What follows belongs to an exercise in optimizing a design on an open flow for small area, a short achievable clock period and few clock cycles; a production flow would make more cautious choices. Function was checked by simulation only, so behaviour that the tests miss may differ from the original. No activity file was given, so power comes from the tool's default toggle rates.

**flow/config.mk**
```make
export PLATFORM = sky130hd
export DESIGN_NAME = fcs_stats
export DESIGN_NICKNAME = fcs_stats
export VERILOG_FILES = /design/flow/design.v
export SDC_FILE = /design/flow/constraint.sdc
export NUM_CORES = 4
export LEC_CHECK = 0
export CAP_MARGIN = 20
export CORE_MARGIN = 2
export CORE_UTILIZATION = 40
export PLACE_DENSITY = 0.6
export SLEW_MARGIN = 20
```
**flow/constraint.sdc**
```tcl
create_clock -name core_clock -period 9.0 [get_ports {clk}]
set_input_delay 1.8000 -clock core_clock [delete_from_list [all_inputs] [get_ports {clk}]]
set_output_delay 1.8000 -clock core_clock [all_outputs]
set_load 0.01 [all_outputs]
```
**flow/design.v**
```verilog
module fcs_div32 (
    input             clk,
    input             rst,
    input             start,
    input      [31:0] num,
    input      [31:0] den,
    output reg        done,
    output reg [31:0] quo
);
    reg        busy;
    reg [5:0]  cnt;
    reg [31:0] rem;
    reg [31:0] n;
    reg [31:0] d;
    wire [32:0] trial = {rem, n[31]} - {1'b0, d};
    always @(posedge clk) begin
        if (rst) begin
            busy <= 1'b0;
            done <= 1'b0;
        end else begin
            done <= 1'b0;
            if (start) begin
                busy <= 1'b1;
                cnt  <= 6'd0;
                rem  <= 32'd0;
                n    <= num;
                d    <= den;
                quo  <= 32'd0;
            end else if (busy) begin
                if (!trial[32]) begin
                    rem <= trial[31:0];
                    quo <= {quo[30:0], 1'b1};
                end else begin
                    rem <= {rem[30:0], n[31]};
                    quo <= {quo[30:0], 1'b0};
                end
                n   <= {n[30:0], 1'b0};
                cnt <= cnt + 6'd1;
                if (cnt == 6'd31) begin
                    busy <= 1'b0;
                    done <= 1'b1;
                end
            end
        end
    end
endmodule
module fcs_isqrt32 (
    input             clk,
    input             rst,
    input             start,
    input      [31:0] q,
    output reg        done,
    output reg [15:0] root
);
    reg        busy;
    reg [4:0]  cnt;
    reg [31:0] x;
    reg [33:0] rem;
    wire [33:0] rem_sh = {rem[31:0], x[31:30]};
    wire [33:0] trial  = rem_sh - {16'd0, root, 2'b01};
    always @(posedge clk) begin
        if (rst) begin
            busy <= 1'b0;
            done <= 1'b0;
        end else begin
            done <= 1'b0;
            if (start) begin
                busy <= 1'b1;
                cnt  <= 5'd0;
                x    <= q;
                rem  <= 34'd0;
                root <= 16'd0;
            end else if (busy) begin
                if (!trial[33]) begin
                    rem  <= trial;
                    root <= {root[14:0], 1'b1};
                end else begin
                    rem  <= rem_sh;
                    root <= {root[14:0], 1'b0};
                end
                x   <= {x[29:0], 2'b00};
                cnt <= cnt + 5'd1;
                if (cnt == 5'd15) begin
                    busy <= 1'b0;
                    done <= 1'b1;
                end
            end
        end
    end
endmodule
module fcs_mul32 (
    input             clk,
    input             rst,
    input             start,
    input      [31:0] a,
    input      [31:0] b,
    output reg        done,
    output reg [63:0] prod
);
    reg        busy;
    reg [5:0]  cnt;
    reg [63:0] mcand;
    reg [31:0] mplier;
    always @(posedge clk) begin
        if (rst) begin
            busy <= 1'b0;
            done <= 1'b0;
        end else begin
            done <= 1'b0;
            if (start) begin
                busy   <= 1'b1;
                cnt    <= 6'd0;
                mcand  <= {32'd0, a};
                mplier <= b;
                prod   <= 64'd0;
            end else if (busy) begin
                if (mplier[0])
                    prod <= prod + mcand;
                mcand  <= {mcand[62:0], 1'b0};
                mplier <= {1'b0, mplier[31:1]};
                cnt    <= cnt + 6'd1;
                if (cnt == 6'd31) begin
                    busy <= 1'b0;
                    done <= 1'b1;
                end
            end
        end
    end
endmodule
module fcs_bin2bcd (
    input             clk,
    input             rst,
    input             start,
    input      [19:0] bin,
    output reg        done,
    output reg [23:0] bcd
);
    reg        busy;
    reg [4:0]  cnt;
    reg [19:0] sh;
    reg [23:0] adj;
    integer    k;
    always @(*) begin
        adj = bcd;
        for (k = 0; k < 6; k = k + 1)
            if (adj[4*k +: 4] >= 4'd5)
                adj[4*k +: 4] = adj[4*k +: 4] + 4'd3;
    end
    always @(posedge clk) begin
        if (rst) begin
            busy <= 1'b0;
            done <= 1'b0;
        end else begin
            done <= 1'b0;
            if (start) begin
                busy <= 1'b1;
                cnt  <= 5'd0;
                sh   <= bin;
                bcd  <= 24'd0;
            end else if (busy) begin
                bcd <= {adj[22:0], sh[19]};
                sh  <= {sh[18:0], 1'b0};
                cnt <= cnt + 5'd1;
                if (cnt == 5'd19) begin
                    busy <= 1'b0;
                    done <= 1'b1;
                end
            end
        end
    end
endmodule
module fcs_stats (
    input             clk,
    input             rst,
    input             req_valid,
    output            req_ready,
    input      [63:0] req_word,
    input             push_valid,
    input      [15:0] push_count,
    output reg        resp_valid,
    output reg [31:0] resp_res,
    output reg [55:0] resp_str,
    output reg [2:0]  resp_len,
    output reg [2:0]  resp_fault
);
    localparam CAP       = 8;
    localparam SHORT     = 4;
    localparam W_HIGH    = 4;
    localparam T_UP      = 100;
    localparam T_DOWN    = 80;
    localparam K         = 1;
    localparam K2        = 100;
    localparam EXC_MULT  = 20;
    localparam EXC_SCALE = 1;
    localparam DRIFT_C   = 7;
    localparam OP_RB_COPY      = 5'h0B;
    localparam OP_RB_SELECT    = 5'h0C;
    localparam OP_RB_STATS     = 5'h0D;
    localparam OP_RB_EXCURSION = 5'h0E;
    localparam OP_RB_DRIFT     = 5'h0F;
    localparam OP_RB_SHRINK    = 5'h10;
    localparam OP_SNAP_READ    = 5'h11;
    localparam OP_ISQRT        = 5'h12;
    localparam OP_FMT          = 5'h13;
    localparam F_NONE        = 3'd0;
    localparam F_ILLEGAL_OP  = 3'd1;
    localparam F_BAD_WINDOW  = 3'd5;
    localparam F_STATS_UNAV  = 3'd6;
    localparam F_FMT_RANGE   = 3'd7;
    localparam S_IDLE  = 4'd0;
    localparam S_TRAV  = 4'd1;
    localparam S_DIVL  = 4'd2;
    localparam S_SQRTT = 4'd3;
    localparam S_DIVT  = 4'd4;
    localparam S_WB    = 4'd5;
    localparam S_MUL   = 4'd6;
    localparam S_SQRT  = 4'd7;
    localparam S_FMT   = 4'd8;
    reg [3:0] state;
    assign req_ready = (state == S_IDLE);
    reg [15:0] rb [0:CAP-1];
    reg [2:0]  cursor;
    reg [3:0]  valid;
    wire [2:0] cursor_p = push_valid ? cursor + 3'd1 : cursor;
    wire [3:0] valid_p  = (push_valid && valid < CAP) ? valid + 4'd1 : valid;
    always @(posedge clk) begin
        if (push_valid)
            rb[cursor_p] <= push_count;
    end
    reg [2:0]  c_cursor;
    reg [3:0]  c_valid;
    reg        range_hi;
    reg        s_avail;
    reg [3:0]  s_window;
    reg [31:0] s_total, s_newer, s_older, s_short;
    reg [31:0] s_rlong, s_rshort, s_tol;
    reg        s_tolv;
    wire [4:0]  op  = req_word[63:59];
    wire [10:0] rsv = req_word[58:48];
    wire [7:0]  opc = req_word[47:40];
    wire [7:0]  opb = req_word[39:32];
    wire [31:0] opa = req_word[31:0];
    reg legal;
    always @(*) begin
        case (op)
            OP_RB_COPY, OP_RB_EXCURSION, OP_RB_DRIFT, OP_RB_SHRINK:
                legal = (rsv == 0) && (opc == 0) && (opb == 0) && (opa == 0);
            OP_RB_SELECT, OP_RB_STATS, OP_ISQRT:
                legal = (rsv == 0) && (opc == 0) && (opb == 0);
            OP_SNAP_READ:
                legal = (rsv == 0) && (opc == 0) && (opa == 0) && (opb <= 8'd12);
            OP_FMT:
                legal = (rsv == 0);
            default:
                legal = 1'b0;
        endcase
    end
    reg next_hi;
    always @(*) begin
        next_hi = range_hi;
        if (!range_hi && opa > T_UP)
            next_hi = 1'b1;
        else if (range_hi && opa < T_DOWN)
            next_hi = 1'b0;
    end
    wire [3:0] sel_base   = next_hi ? W_HIGH : CAP;
    wire [3:0] sel_window = (sel_base < c_valid) ? sel_base : c_valid;
    reg [31:0] snap_val;
    always @(*) begin
        case (opb[3:0])
            4'd0:    snap_val = {31'd0, s_avail};
            4'd1:    snap_val = {28'd0, s_window};
            4'd2:    snap_val = s_total;
            4'd3:    snap_val = s_newer;
            4'd4:    snap_val = s_older;
            4'd5:    snap_val = s_short;
            4'd6:    snap_val = s_rlong;
            4'd7:    snap_val = s_rshort;
            4'd8:    snap_val = s_tol;
            4'd9:    snap_val = {31'd0, s_tolv};
            4'd10:   snap_val = {31'd0, range_hi};
            4'd11:   snap_val = {29'd0, c_cursor};
            default: snap_val = {28'd0, c_valid};
        endcase
    end
    reg [31:0] pow10_d;
    always @(*) begin
        case (opc[2:0])
            3'd1:    pow10_d = 32'd10;
            3'd2:    pow10_d = 32'd100;
            3'd3:    pow10_d = 32'd1000;
            3'd4:    pow10_d = 32'd10000;
            3'd5:    pow10_d = 32'd100000;
            default: pow10_d = 32'd1000000;
        endcase
    end
    wire fmt_ok = (opc >= 8'd1) && (opc <= 8'd6) && (opb <= 8'd6) &&
                  (opb < opc) && (opa < pow10_d);
    reg         div_start;
    reg  [31:0] div_num, div_den;
    wire        div_done;
    wire [31:0] div_quo;
    fcs_div32 u_div (.clk(clk), .rst(rst), .start(div_start), .num(div_num),
                     .den(div_den), .done(div_done), .quo(div_quo));
    reg         sqrt_start;
    reg  [31:0] sqrt_q;
    wire        sqrt_done;
    wire [15:0] sqrt_root;
    fcs_isqrt32 u_sqrt (.clk(clk), .rst(rst), .start(sqrt_start), .q(sqrt_q),
                        .done(sqrt_done), .root(sqrt_root));
    reg         mul_start;
    reg  [31:0] mul_a;
    wire        mul_done;
    wire [63:0] mul_prod;
    fcs_mul32 u_mul (.clk(clk), .rst(rst), .start(mul_start), .a(mul_a), .b(mul_a),
                     .done(mul_done), .prod(mul_prod));
    reg         bcd_start;
    reg  [19:0] bcd_in;
    wire        bcd_done;
    wire [23:0] bcd_out;
    fcs_bin2bcd u_bcd (.clk(clk), .rst(rst), .start(bcd_start), .bin(bcd_in),
                       .done(bcd_done), .bcd(bcd_out));
    reg [3:0]  t_w;         
    reg [3:0]  t_i;         
    reg [31:0] t_total, t_newer, t_short, t_rlong, t_tol;
    reg [63:0] t_rhs;       
    reg [31:0] f_val;       
    reg [2:0]  f_pos, f_cnt;
    wire [2:0]  trav_idx   = c_cursor - t_i[2:0];
    wire [15:0] trav_e     = rb[trav_idx];
    wire [31:0] trav_total = t_total + {16'd0, trav_e};
    wire [31:0] exc_d   = (s_rlong > s_rshort) ? s_rlong - s_rshort : s_rshort - s_rlong;
    wire [31:0] drift_d = (s_newer > s_older) ? s_newer - s_older : s_older - s_newer;
    wire [63:0] exc_thr = ({32'd0, s_rlong} * EXC_SCALE) / SHORT;
    reg [55:0] fmt_str;
    reg [2:0]  fmt_len;
    reg [7:0]  fmt_ch;
    integer    j, idx;
    always @(*) begin
        fmt_str = 56'd0;
        fmt_ch  = 8'h00;
        idx = 0;
        for (j = 5; j >= 0; j = j - 1) begin
            if (j < f_cnt) begin
                if (j > f_pos && f_val < pow10(j))
                    fmt_ch = 8'h20;
                else
                    fmt_ch = 8'h30 + {4'd0, bcd_out[4*j +: 4]};
                fmt_str[55 - 8*idx -: 8] = fmt_ch;
                idx = idx + 1;
                if (j == {29'd0, f_pos} && f_pos != 0) begin
                    fmt_str[55 - 8*idx -: 8] = 8'h2E;
                    idx = idx + 1;
                end
            end
        end
        fmt_len = (f_pos != 0) ? f_cnt + 3'd1 : f_cnt;
    end
    function [31:0] pow10;
        input integer e;
        integer m;
        begin
            pow10 = 32'd1;
            for (m = 0; m < e; m = m + 1)
                pow10 = pow10 * 10;
        end
    endfunction
    task respond;
        input [31:0] res;
        input [2:0]  fault;
        begin
            resp_valid <= 1'b1;
            resp_res   <= res;
            resp_str   <= 56'd0;
            resp_len   <= 3'd0;
            resp_fault <= fault;
        end
    endtask
    always @(posedge clk) begin
        if (rst) begin
            state      <= S_IDLE;
            resp_valid <= 1'b0;
            resp_res   <= 32'd0;
            resp_str   <= 56'd0;
            resp_len   <= 3'd0;
            resp_fault <= 3'd0;
            cursor     <= 3'd7;
            valid      <= 4'd0;
            c_cursor   <= 3'd7;
            c_valid    <= 4'd0;
            range_hi   <= 1'b0;
            s_avail    <= 1'b0;
            s_window   <= 4'd0;
            s_total    <= 32'd0;
            s_newer    <= 32'd0;
            s_older    <= 32'd0;
            s_short    <= 32'd0;
            s_rlong    <= 32'd0;
            s_rshort   <= 32'd0;
            s_tol      <= 32'd0;
            s_tolv     <= 1'b0;
            div_start  <= 1'b0;
            sqrt_start <= 1'b0;
            mul_start  <= 1'b0;
            bcd_start  <= 1'b0;
        end else begin
            resp_valid <= 1'b0;
            div_start  <= 1'b0;
            sqrt_start <= 1'b0;
            mul_start  <= 1'b0;
            bcd_start  <= 1'b0;
            cursor <= cursor_p;
            valid  <= valid_p;
            case (state)
            S_IDLE: if (req_valid) begin
                if (!legal) begin
                    respond(32'd0, F_ILLEGAL_OP);
                end else begin
                    case (op)
                    OP_RB_COPY: begin
                        c_cursor <= cursor_p;
                        c_valid  <= valid_p;
                        respond(32'd0, F_NONE);
                    end
                    OP_RB_SELECT: begin
                        range_hi <= next_hi;
                        respond({28'd0, sel_window}, F_NONE);
                    end
                    OP_RB_STATS: begin
                        if (c_valid < SHORT) begin
                            s_avail  <= 1'b0;
                            s_window <= 4'd0;
                            s_total  <= 32'd0;
                            s_newer  <= 32'd0;
                            s_older  <= 32'd0;
                            s_short  <= 32'd0;
                            s_rlong  <= 32'd0;
                            s_rshort <= 32'd0;
                            s_tol    <= 32'd0;
                            s_tolv   <= 1'b0;
                            respond(32'd0, F_NONE);
                        end else if (opa < SHORT || opa > c_valid) begin
                            respond(32'd0, F_BAD_WINDOW);
                        end else begin
                            t_w     <= opa[3:0];
                            t_i     <= 4'd0;
                            t_total <= 32'd0;
                            t_newer <= 32'd0;
                            t_short <= 32'd0;
                            state   <= S_TRAV;
                        end
                    end
                    OP_RB_EXCURSION: begin
                        if (!s_avail) begin
                            respond(32'd0, F_STATS_UNAV);
                        end else begin
                            t_rhs     <= EXC_MULT * exc_thr;
                            mul_a     <= exc_d;
                            mul_start <= 1'b1;
                            state     <= S_MUL;
                        end
                    end
                    OP_RB_DRIFT: begin
                        if (!s_avail) begin
                            respond(32'd0, F_STATS_UNAV);
                        end else begin
                            t_rhs     <= DRIFT_C * ({32'd0, s_newer} + {32'd0, s_older});
                            mul_a     <= drift_d;
                            mul_start <= 1'b1;
                            state     <= S_MUL;
                        end
                    end
                    OP_RB_SHRINK: begin
                        valid <= (valid_p > SHORT) ? SHORT : valid_p;
                        respond(32'd0, F_NONE);
                    end
                    OP_SNAP_READ: begin
                        respond(snap_val, F_NONE);
                    end
                    OP_ISQRT: begin
                        sqrt_q     <= opa;
                        sqrt_start <= 1'b1;
                        state      <= S_SQRT;
                    end
                    default: begin   
                        if (!fmt_ok) begin
                            respond(32'd0, F_FMT_RANGE);
                        end else begin
                            f_val     <= opa;
                            f_pos     <= opb[2:0];
                            f_cnt     <= opc[2:0];
                            bcd_in    <= opa[19:0];
                            bcd_start <= 1'b1;
                            state     <= S_FMT;
                        end
                    end
                    endcase
                end
            end
            S_TRAV: begin
                t_total <= trav_total;
                if (t_i + 4'd1 == t_w / 2)
                    t_newer <= trav_total;
                if (t_i + 4'd1 == SHORT)
                    t_short <= trav_total;
                t_i <= t_i + 4'd1;
                if (t_i + 4'd1 == t_w) begin
                    div_num   <= K * trav_total;
                    div_den   <= {28'd0, t_w};
                    div_start <= 1'b1;
                    state     <= S_DIVL;
                end
            end
            S_DIVL: if (div_done) begin
                t_rlong <= div_quo;
                if (t_total == 32'd0) begin
                    t_tol <= 32'd0;
                    state <= S_WB;
                end else begin
                    sqrt_q     <= t_total;
                    sqrt_start <= 1'b1;
                    state      <= S_SQRTT;
                end
            end
            S_SQRTT: if (sqrt_done) begin
                div_num   <= K2;
                div_den   <= {16'd0, sqrt_root};
                div_start <= 1'b1;
                state     <= S_DIVT;
            end
            S_DIVT: if (div_done) begin
                t_tol <= div_quo;
                state <= S_WB;
            end
            S_WB: begin
                s_avail  <= 1'b1;
                s_window <= t_w;
                s_total  <= t_total;
                s_newer  <= t_newer;
                s_older  <= t_total - t_newer;
                s_short  <= t_short;
                s_rlong  <= t_rlong;
                s_rshort <= (K * t_short) / SHORT;
                s_tol    <= t_tol;
                s_tolv   <= (t_total != 32'd0);
                respond(32'd1, F_NONE);
                state    <= S_IDLE;
            end
            S_MUL: if (mul_done) begin
                respond({31'd0, (mul_prod > t_rhs)}, F_NONE);
                state <= S_IDLE;
            end
            S_SQRT: if (sqrt_done) begin
                respond({16'd0, sqrt_root}, F_NONE);
                state <= S_IDLE;
            end
            S_FMT: if (bcd_done) begin
                resp_valid <= 1'b1;
                resp_res   <= 32'd0;
                resp_str   <= fmt_str;
                resp_len   <= fmt_len;
                resp_fault <= F_NONE;
                state      <= S_IDLE;
            end
            default: state <= S_IDLE;
            endcase
        end
    end
endmodule
```
**flow/run.sh**
```bash
#!/bin/bash
# synth_recipe.tcl (not shown) runs the flow's synth.tcl, then flattens the netlist and writes it again
# the make line also repeats each setting of config.mk as NAME=value (left out here)
make -C /OpenROAD-flow-scripts/flow DESIGN_CONFIG=/design/flow/config.mk WORK_HOME=/design/flow/orfs CLKGATE_MAP_FILE= SYNTH_SCRIPT=/design/flow/synth_recipe.tcl finish
```
==> run notes <==
-- through the flow --
step	util [%]	hold slack, ns	power (mW)
after floorplan	-	0.400	6.26
after global placement	42.7	0.400	6.40
after detailed placement	42.7	0.406	6.40
after CTS	45.2	0.420	12.1
after global routing	45.2	0.426	12.4
final	45.2	0.419	12.0
-- synth_stat cells, types with 42 or more instances --
cell      number
a211oi_1      79
a21o_1       124
a21oi_1      507
a22oi_1      260
a31oi_1       68
and2_1        66
buf_1         42
clkbuf_1     312
dfxtp_1      310
edfxtp_1     900
fa_1          44
ha_1         499
inv_1        459
mux2_2       146
mux2i_1       80
nand2_1      414
nand2b_1      84
nand3_1      142
nand4_1       86
nor2_1       822
nor2b_1      161
nor3_1       160
nor4_1        72
o21a_1        45
o21ai_0      377
o21bai_1      84
or3_1         50
xnor2_1      206
xor2_1       143
-- power groups by stage --
stage / registers, mW / clock network [mW] / logic [mW]
3_3_place_gp: 6.10 / 0 / 0.301
6_report: 5.98 / 5.73 / 0.310
2_1_floorplan: 6.10 / 0 / 0.167
3_5_place_dp: 6.10 / 0 / 0.304
4_1_cts: 5.98 / 5.84 / 0.307
5_1_grt: 5.98 / 6.05 / 0.333
-- final timing paths --
check	to
setup / recovery	resp_str[32]
setup reg to reg	resp_str[32]
hold reg to reg	u_div.d[6]
hold / removal	u_div.d[6]
-- flip-flops by register name (all words and copies together), names as in the netlist, 36 cells and up --
register	count
resp_str	42
rb	128
t_rhs	36
u_mul.prod	64
u_mul.mcand	64
-- worst register-to-register path: cells and delay by family, from the launching register on --
family	cells	cell delay (ns)
AO/OA/AOI/OAI	13	3.01
AND/OR/NAND/NOR	9	2.20
adder cells (fa/ha/maj)	4	1.57
buffers and inverters	5	0.85
flip-flops	1	0.56
-- layout make-up --
cell class                 instances  area [µm²]
timing repair buffer             276        2530
tap                             2464        3080
sequential                      1210       33200
inverter                         471        1770
multi-input combinational       5386       37500
antenna                            1        2.50
clock inverter                    69         895
fill                           17300      100000
clock buffer                     181        3730
-- repair_timing --
item | CTS | global route
buffers inserted | 0 | 2
endpoints found under the setup margin | 0 | 15
hold endpoints to repair | 0 | 0
gates resized for setup | 0 | 2
-- cells by family (layout without fill, tap and decap cells) --
kind of cell	Yosys count	in the layout	synth area share (%)
multiplexers	259	259	4.33
AND/OR/NAND/NOR	2255	2255	14.9
adder cells (fa/ha/maj)	544	544	9.68
other	2	25	0.0102
AO/OA/AOI/OAI	1951	1951	17.3
XOR/XNOR	353	353	4.27
buffers and inverters	855	997	4.47
flip-flops	1210	1210	45.1
-- routing by layer --
metal	track usage (%)	wire, µm	vias up
met3	2.76	12600	385
li1	-	-	27300
met1	32.0	99500	28500
met2	36.2	100000	1897
met4	9.92	10300	2
met5	0	13	-
==> summary.txt <==
Clock network
  • CTS Buf Count: roughly 140
  • Clock sinks: 1,210
  • Clk buf depth: 3
  • CTS tree: done
  • Worst-Skew Late Latency: around 0.80 ns
  • Cts hold-fix bufs: 0
  • Clock Pin Slew Worst Setup and Hold Paths: about 0.060 ns
  • Depth of the CTS H-tree: 4
  • Clock tree root driver cell: clkbuf_16

Floorplan
  • DIE AREA: around 0.19 mm²
  • # IOs: 180
  • Row count: between 150 and 200
  • Die X: 433 µm
  • Die H: about 430 µm
  • Effective utilization at floorplan: 40.3%
  • Core area: 0.183 mm²

Synth
  • Post-synthesis cell count: ~7,400
  • Flop and latch count out of synthesis: approximately 1,200
  • Area leader, netlist: edfxtp_1
  • Netlist cell types: approximately 110
  • Dominant cells by area after synthesis: edfxtp_1, ha_1, dfxtp_1, nor2_1, a21oi_1
  • Sequential cell area fraction in the yosys report: around 45%
  • Mapped Area: between 0.07 and 0.08 mm²
  • YS warnings: 5
  • Area share of the largest cell type after synthesis: approximately 37%
  • FFs w/ async S/R, synth: 0%
  • Number of synthesized flops with an enable pin: 900
  • Post-Syn Area per Cell: just under 10 µm²
  • Dominant synthesized flop cell: edfxtp_1

STA
  • Final Hold Viols: 0
  • Tcrit/Tclk final: between 90% and 100%
  • FMAX: 121 MHz
  • Fin worst setup slack: between 0.7 and 0.8 ns
  • Worst slew pin tran: approximately 1.1 ns
  • Headroom to the max-slew limit: 23.5%
  • Max Transition Viols Final: 0
  • Setup TNS: 0 ns
  • Final setup viols: 0
  • Period minus WS final: between 8 and 9 ns
  • RSZ-0062 raised after global routing: false
  • Clock skew: between 0.05 and 0.06 ns

GRT
  • Gr ovfl total: 0
  • Largest net degree at the start of global routing: slightly below 200
  • First-pass GRT wire length: around 340,000 µm
  • Initial antenna violation count: 3
  • GRT Util Overall: around 23%
  • Vias in the first global route: 55,800

Setup path
  • Reg2reg start: f_pos[2]
  • R2R depth: 31
  • CP Capture Type: flop
  • Slowest cell on the critical path: nor4_4
  • CP startpoint: f_pos[2]
  • Critical Path AT: between 8 and 9 ns
  • R2R setup slack: roughly 0.7 ns
  • CP delay by family, top: compound AO/OA/AOI/OAI gates
  • Setup crit start kind: flop
  • CP Class: flop to flop
  • Largest stage delay, worst path: 0.62 ns
  • CP Max Fanout: 15
  • Crit path depth: 31
  • Worst Path Required: between 9 and 10 ns
  • WP buf/inv: 5

Placement
  • Post-DP HPWL: 163,000 µm
  • Post-placement cell count: 9,803
  • Post-place instance area: between 0.07 and 0.08 mm²
  • GP Congestion: 0.938
  • Port bufs: about 170
  • DP Worst Slack: ~0.62 ns

Power and ir drop
  • PwrDens: around 150 mW/mm²
  • LEAKAGE: 31.1 nW
  • Sw Share: approximately 22%
  • Logic pwr share: 2.6%
  • VDD IR max: ~0.00016 V
  • Seq pwr share: 49.7%
  • Switch Pwr: around 2.6 mW
  • Cell-internal power: ~9.4 mW
  • Clk pwr share: between 40% and 50%

Layout
  • Commonest non-fill, non-tap cell in the layout: edfxtp_1
  • Layout cells sized above 1: 8.20%
  • Synth-to-layout area growth: 12.3%
  • Post-route cell area: just over 0.08 mm²
  • Final Non-Filler Cells: a little over 10,000
  • Commonest non-fill, non-tap cells in the layout: edfxtp_1, nor2_1, a21oi_1, ha_1, inv_1
  • Nets: slightly above 8,000

Min path
  • Hold Startpoint: div_den[6]
  • Worst Hold Class: flop to flop
  • Min-Delay Path Depth: 0

Routing
  • Total wire length: between 200,000 and 250,000 µm
  • Vias: 58,200
  • Remaining routing DRC violations: 0
  • Via/cell ratio: roughly 5.8
  • First-pass DRT Iterations: 8
  • Initial DRC Count: slightly below 6,000
  • Antenna-violating nets left: 0
  • WL/cell: 22.1 µm

Outcome
  • Status: complete, no violations

Run
  • Max Cap Viol: 0
Testbench counts, summed over its fixed seeds: cycles 369,465.

[afterwards: timing with drivers on the ports]
The results above use ideal ports. As a check the final layout listed here was re-extracted and re-timed, cells and wires unchanged. Step 1: set_driving_cell puts a clkbuf_16 on clk and a buf_2 on each other input, an assumption about the parent block. Step 2, shift: input delay + t, output delay - t, t = (earliest + latest rising clock arrival at the registers) / 2. This alone moves slack from input paths to output paths. Slacks: ideal / step 1 / step 2; pairs: ideal / step 1.
t, ns: 0.853
setup slack, ns: 0.715 / 0.715 / 0.715
hold slack, ns: 0.419 / 0.419 / 0.419
slew at the worst register clock pin (ns): 0.07 / 0.07
After both steps this run still meets setup and hold. The setup slack of this run moves by 0.000 ns with the drivers and by 0.000 ns with both steps.
